This is an optimization exercise on Yosys and OpenROAD, whose aim is small area, not a production implementation. The RTL was checked by simulation tests, not by an equivalence proof against the original design. No activity file was given, so power comes from the tool's default toggle rates.

==> flow/design.v (excerpt) <==
module mdu_rx_engine (
    input  wire        clk,
    input  wire        rst,           
    input  wire        t_valid,
    input  wire [31:0] t_us,
    output wire        t_ready,
    input  wire [2:0]  rate,          
    input  wire        selected,      
    input  wire        q_pop,         
    output reg         q_full,        
    output reg         rx_active,
    output reg         frame_start,   
    output reg         byte_valid,    
    output wire [7:0]  byte_data,
    output reg         pkt_done,      
    output wire        pkt_queued,
    output wire        pkt_nack,
    output wire        pkt_ack,
    output reg         ack_pulse,     
    output wire [31:0] ack_dur
);
For scale: roughly 380 cells after synthesis, ~90 I/O pins, about 0.0033 mm² of cells after synthesis.
==> flow/config.mk <==
export PLATFORM = sky130hd
export DESIGN_NAME = mdu_rx_engine
export DESIGN_NICKNAME = mdu_rx_engine
export VERILOG_FILES = /design/flow/design.v
export SDC_FILE = /design/flow/constraint.sdc
export NUM_CORES = 4
export LEC_CHECK = 0
export CAP_MARGIN = 20
export CORE_MARGIN = 2
export CORE_UTILIZATION = 40
export PLACE_DENSITY = 0.6
export SLEW_MARGIN = 20
==> flow/constraint.sdc <==
create_clock -name core_clock -period 10.0 [get_ports {clk}]
set_input_delay 2.0000 -clock core_clock [delete_from_list [all_inputs] [get_ports {clk}]]
set_output_delay 2.0000 -clock core_clock [all_outputs]
set_load 0.01 [all_outputs]
standard.sh (not shown) runs the stock make flow with config.mk's settings and CLKGATE_MAP_FILE= SYNTH_SCRIPT=/design/flow/synth_recipe.tcl, a recipe that flattens the netlist after the stock synthesis.
==> flow/flow/run.sh <==
#!/bin/bash
# Layout flow: the standard flow (standard.sh) with these changes.
#  1. After the standard synthesis, its combinational logic is re-mapped for
#     area by flow/ropt.sh; the registers stay as synthesis made them.
#  2. The port buffers that placement inserts use the smallest buffer cell,
#     and power recovery after global routing downsizes non-critical cells.
#  3. Clock tree synthesis uses clkbuf_8 and inserts no dummy loads.
#  4. The constant outputs share one tie cell (no tie fanout repair).
# Each tool's output goes to a log file in this folder.
set -euo pipefail
R=orfs/results/$FLOW_PLATFORM/mdu_rx_engine/base
ARGS=("BUFFER_PORTS_ARGS=-buffer_cell sky130_fd_sc_hd__buf_1" "RECOVER_POWER=100"
      "CTS_ARGS=-sink_clustering_enable -repair_clock_nets -dont_use_dummy_load -buf_list sky130_fd_sc_hd__clkbuf_8"
      "SKIP_REPAIR_TIE_FANOUT=1")
bash standard.sh "${ARGS[@]}" synth > log_standard_synth.txt 2>&1
cp $R/1_2_yosys.v std_1_2_yosys.v
bash flow/ropt.sh std_1_2_yosys.v ropt_1_2_yosys.v > log_ropt.txt 2>&1
cp ropt_1_2_yosys.v $R/1_2_yosys.v
touch $R/1_2_yosys.v
bash standard.sh "${ARGS[@]}" finish > log_standard_finish.txt 2>&1
==> flow/flow/ropt.sh <==
#!/bin/bash
# Re-map the combinational logic of the standard synthesis netlist for area.
# The flip-flop instances (and so their names and cell types) are kept as they are.
# ABC's deepsyn (time-limited) runs with four seeds in parallel and the smallest
# result is kept; if all fail, a fixed ABC script is used.
# usage: ropt.sh in.v out.v
set -uo pipefail
LIB=$FLOW_HOME/platforms/$FLOW_PLATFORM/lib/sky130_fd_sc_hd__tt_025C_1v80.lib
HERE=$(cd "$(dirname "$0")" && pwd)
DU=$(sed 's/^/-dont_use /' "$HERE/dontuse.txt" | tr '\n' ' ')
DST=${ROPT_T:-150}
S2='strash;dc2;dch,-f;map,-a;mfs2;strash;dc2;&get,-n;&st;&dch,-f;&nf,-R,1000;&put;strash;dc2;&get,-n;&st;&dch,-f;&nf,-R,1000;&put'
run() {
cat > ropt_$3.ys <<EOF
read_liberty -ignore_miss_func $LIB
blackbox sky130_fd_sc_hd__dfxtp_1
read_verilog $1
hierarchy -top $FLOW_TOP
flatten
opt_clean -purge
abc -liberty $LIB $DU -script +$4
opt_clean -purge
hilomap -singleton -hicell sky130_fd_sc_hd__conb_1 HI -locell sky130_fd_sc_hd__conb_1 LO
splitnets
opt_clean -purge
insbuf -buf sky130_fd_sc_hd__buf_4 A X
opt_clean -purge
autoname
read_liberty -lib $LIB
hierarchy -top $FLOW_TOP
check -assert
tee -o ropt_stat_$3.txt stat -liberty $LIB
write_verilog -noattr -noexpr -nohex -nodec $2
EOF
timeout 900 yosys -s ropt_$3.ys > log_ropt_$3.txt 2>&1
}
for s in 1 2 3 4; do
  run "$1" ropt_ds$s.v ds$s "&get,-n;&deepsyn,-S,$s,-T,$DST;&put;strash;&get,-n;&st;&dch,-f;&nf,-R,1000;&put" &
done
wait
best=""; barea=""
for s in 1 2 3 4; do
  a=$(grep -s 'Chip area' ropt_stat_ds$s.txt | awk '{print $NF}')
  if [ -n "$a" ] && [ -s ropt_ds$s.v ]; then
    echo "ropt: seed $s area $a"
    if [ -z "$barea" ] || awk "BEGIN{exit !($a < $barea)}"; then best=$s; barea=$a; fi
  fi
done
if [ -n "$best" ]; then
  echo "ropt: deepsyn seed $best used"
  cp ropt_ds$best.v "$2"
else
  echo "ropt: deepsyn failed, using the fixed script"
  run "$1" "$2" fixed "$S2"
fi
Other scripts of this flow, unchanged in this note and not shown: flow/flow/dontuse.txt
The baseline ran to the end with no violations.
==> next run, changes <==
==> flow/flow/ropt.sh (replaced) <==
#!/bin/bash
# Re-map the combinational logic of the standard synthesis netlist for area.
# The flip-flop instances (and so their names and cell types) are kept as they are.
# First ABC's deepsyn (time-limited) is tried; if that fails, a fixed script.
# usage: ropt.sh in.v out.v
set -uo pipefail
LIB=$FLOW_HOME/platforms/$FLOW_PLATFORM/lib/sky130_fd_sc_hd__tt_025C_1v80.lib
HERE=$(cd "$(dirname "$0")" && pwd)
DU=$(sed 's/^/-dont_use /' "$HERE/dontuse.txt" | tr '\n' ' ')
S1="${ROPT_S1:-&get,-n;&deepsyn,-S,1,-T,120;&put;strash;dch,-f;map,-a}"
S2='strash;dc2;dch,-f;map,-a;mfs2;strash;dc2;&get,-n;&st;&dch,-f;&nf,-R,1000;&put;strash;dc2;&get,-n;&st;&dch,-f;&nf,-R,1000;&put'
run() {
cat > ropt_$3.ys <<EOF
read_liberty -ignore_miss_func $LIB
blackbox sky130_fd_sc_hd__dfxtp_1
read_verilog $1
hierarchy -top $FLOW_TOP
flatten
opt_clean -purge
abc -liberty $LIB $DU -script +$4
opt_clean -purge
hilomap -singleton -hicell sky130_fd_sc_hd__conb_1 HI -locell sky130_fd_sc_hd__conb_1 LO
splitnets
opt_clean -purge
insbuf -buf sky130_fd_sc_hd__buf_4 A X
opt_clean -purge
autoname
read_liberty -lib $LIB
hierarchy -top $FLOW_TOP
check -assert
tee -o ropt_stat_$3.txt stat -liberty $LIB
write_verilog -noattr -noexpr -nohex -nodec $2
EOF
timeout ${5:-900} yosys -s ropt_$3.ys
}
if run "$1" "$2" ds "$S1" 900 && [ -s "$2" ]; then
  echo "ropt: deepsyn script used"
else
  echo "ropt: deepsyn script failed, using the fixed script"
  rm -f "$2"
  run "$1" "$2" fixed "$S2" 900
fi
What happened: The new run passed the timing, DRC and antenna checks. Wire length increases by 7.5%. Worst setup slack gains 0.36 ns. Via count is higher by about 8%. Die area grows by about 2.6%.
==> next run, changes <==
--- a/flow/flow/ropt.sh
+++ b/flow/flow/ropt.sh
@@ -3,3 +3,4 @@
 # The flip-flop instances (and so their names and cell types) are kept as they are.
-# First ABC's deepsyn (time-limited) is tried; if that fails, a fixed script.
+# ABC's deepsyn (time-limited) runs with eight seeds, four at a time, and the smallest
+# result is kept; if all fail, a fixed ABC script is used.
 # usage: ropt.sh in.v out.v
@@ -9,3 +10,3 @@
 DU=$(sed 's/^/-dont_use /' "$HERE/dontuse.txt" | tr '\n' ' ')
-S1="${ROPT_S1:-&get,-n;&deepsyn,-S,1,-T,120;&put;strash;dch,-f;map,-a}"
+DST=${ROPT_T:-150}
 S2='strash;dc2;dch,-f;map,-a;mfs2;strash;dc2;&get,-n;&st;&dch,-f;&nf,-R,1000;&put;strash;dc2;&get,-n;&st;&dch,-f;&nf,-R,1000;&put'
@@ -33,10 +34,26 @@
 EOF
-timeout ${5:-900} yosys -s ropt_$3.ys
+timeout 900 yosys -s ropt_$3.ys > log_ropt_$3.txt 2>&1
 }
-if run "$1" "$2" ds "$S1" 900 && [ -s "$2" ]; then
-  echo "ropt: deepsyn script used"
+SEEDS="1 2 3 4 5 6 7 8"
+n=0
+for s in $SEEDS; do
+  run "$1" ropt_ds$s.v ds$s "&get,-n;&deepsyn,-S,$s,-T,$DST;&put;strash;&get,-n;&st;&dch,-f;&nf,-R,1000;&put" &
+  n=$((n+1))
+  if [ $((n % 4)) -eq 0 ]; then wait; fi
+done
+wait
+best=""; barea=""
+for s in $SEEDS; do
+  a=$(grep -s 'Chip area' ropt_stat_ds$s.txt | awk '{print $NF}')
+  if [ -n "$a" ] && [ -s ropt_ds$s.v ]; then
+    echo "ropt: seed $s area $a"
+    if [ -z "$barea" ] || awk "BEGIN{exit !($a < $barea)}"; then best=$s; barea=$a; fi
+  fi
+done
+if [ -n "$best" ]; then
+  echo "ropt: deepsyn seed $best used"
+  cp ropt_ds$best.v "$2"
 else
-  echo "ropt: deepsyn script failed, using the fixed script"
-  rm -f "$2"
-  run "$1" "$2" fixed "$S2" 900
+  echo "ropt: deepsyn failed, using the fixed script"
+  run "$1" "$2" fixed "$S2"
 fi
The new run passed the timing, DRC and antenna checks.
Core utilization came out lower by 0.57 points.
Combinational power came out lower by 7.3%.
Global-route usage drops by 1.6 points.
Cell count is lower by 8.4%.
Setup slack loses 0.91 ns.
Design area shrinks by 2.8%.
Sequential power barely changes.
Area after synthesis goes down by 3.0%.
Worst hold slack gets worse by 0.0080 ns.
Routed wire length went down by 7.6%.

[re-timing with driven ports]
Ports are ideal in the flow. The routed layouts listed here were re-timed in OpenROAD.
Step 1 sets driving cells, clkbuf_16 on the clock port and buf_2 on the other inputs (assumed; they add their load-dependent delay and slew).
Step 2 times the ports against the registers' clock, not the clock port: input delays grow and output delays shrink by t, the midpoint of the rising clock arrivals with the driver on.
Three values: ideal ports, drivers, drivers and shift; two values: the first two.
run	t, ns	setup slack, ns	clock arrival spread, ns
the first run	0.368	4.137 / 4.146 / 3.778	0.034 / 0.034
the second run	0.367	4.502 / 4.502 / 4.135	0.022 / 0.023
the third run	0.370	3.589 / 3.598 / 3.228	0.039 / 0.039
After both steps every run listed still meets setup and hold. The setup slack of the second run, which loses most, moves by 0.000 ns with the drivers and by -0.367 ns with both steps.
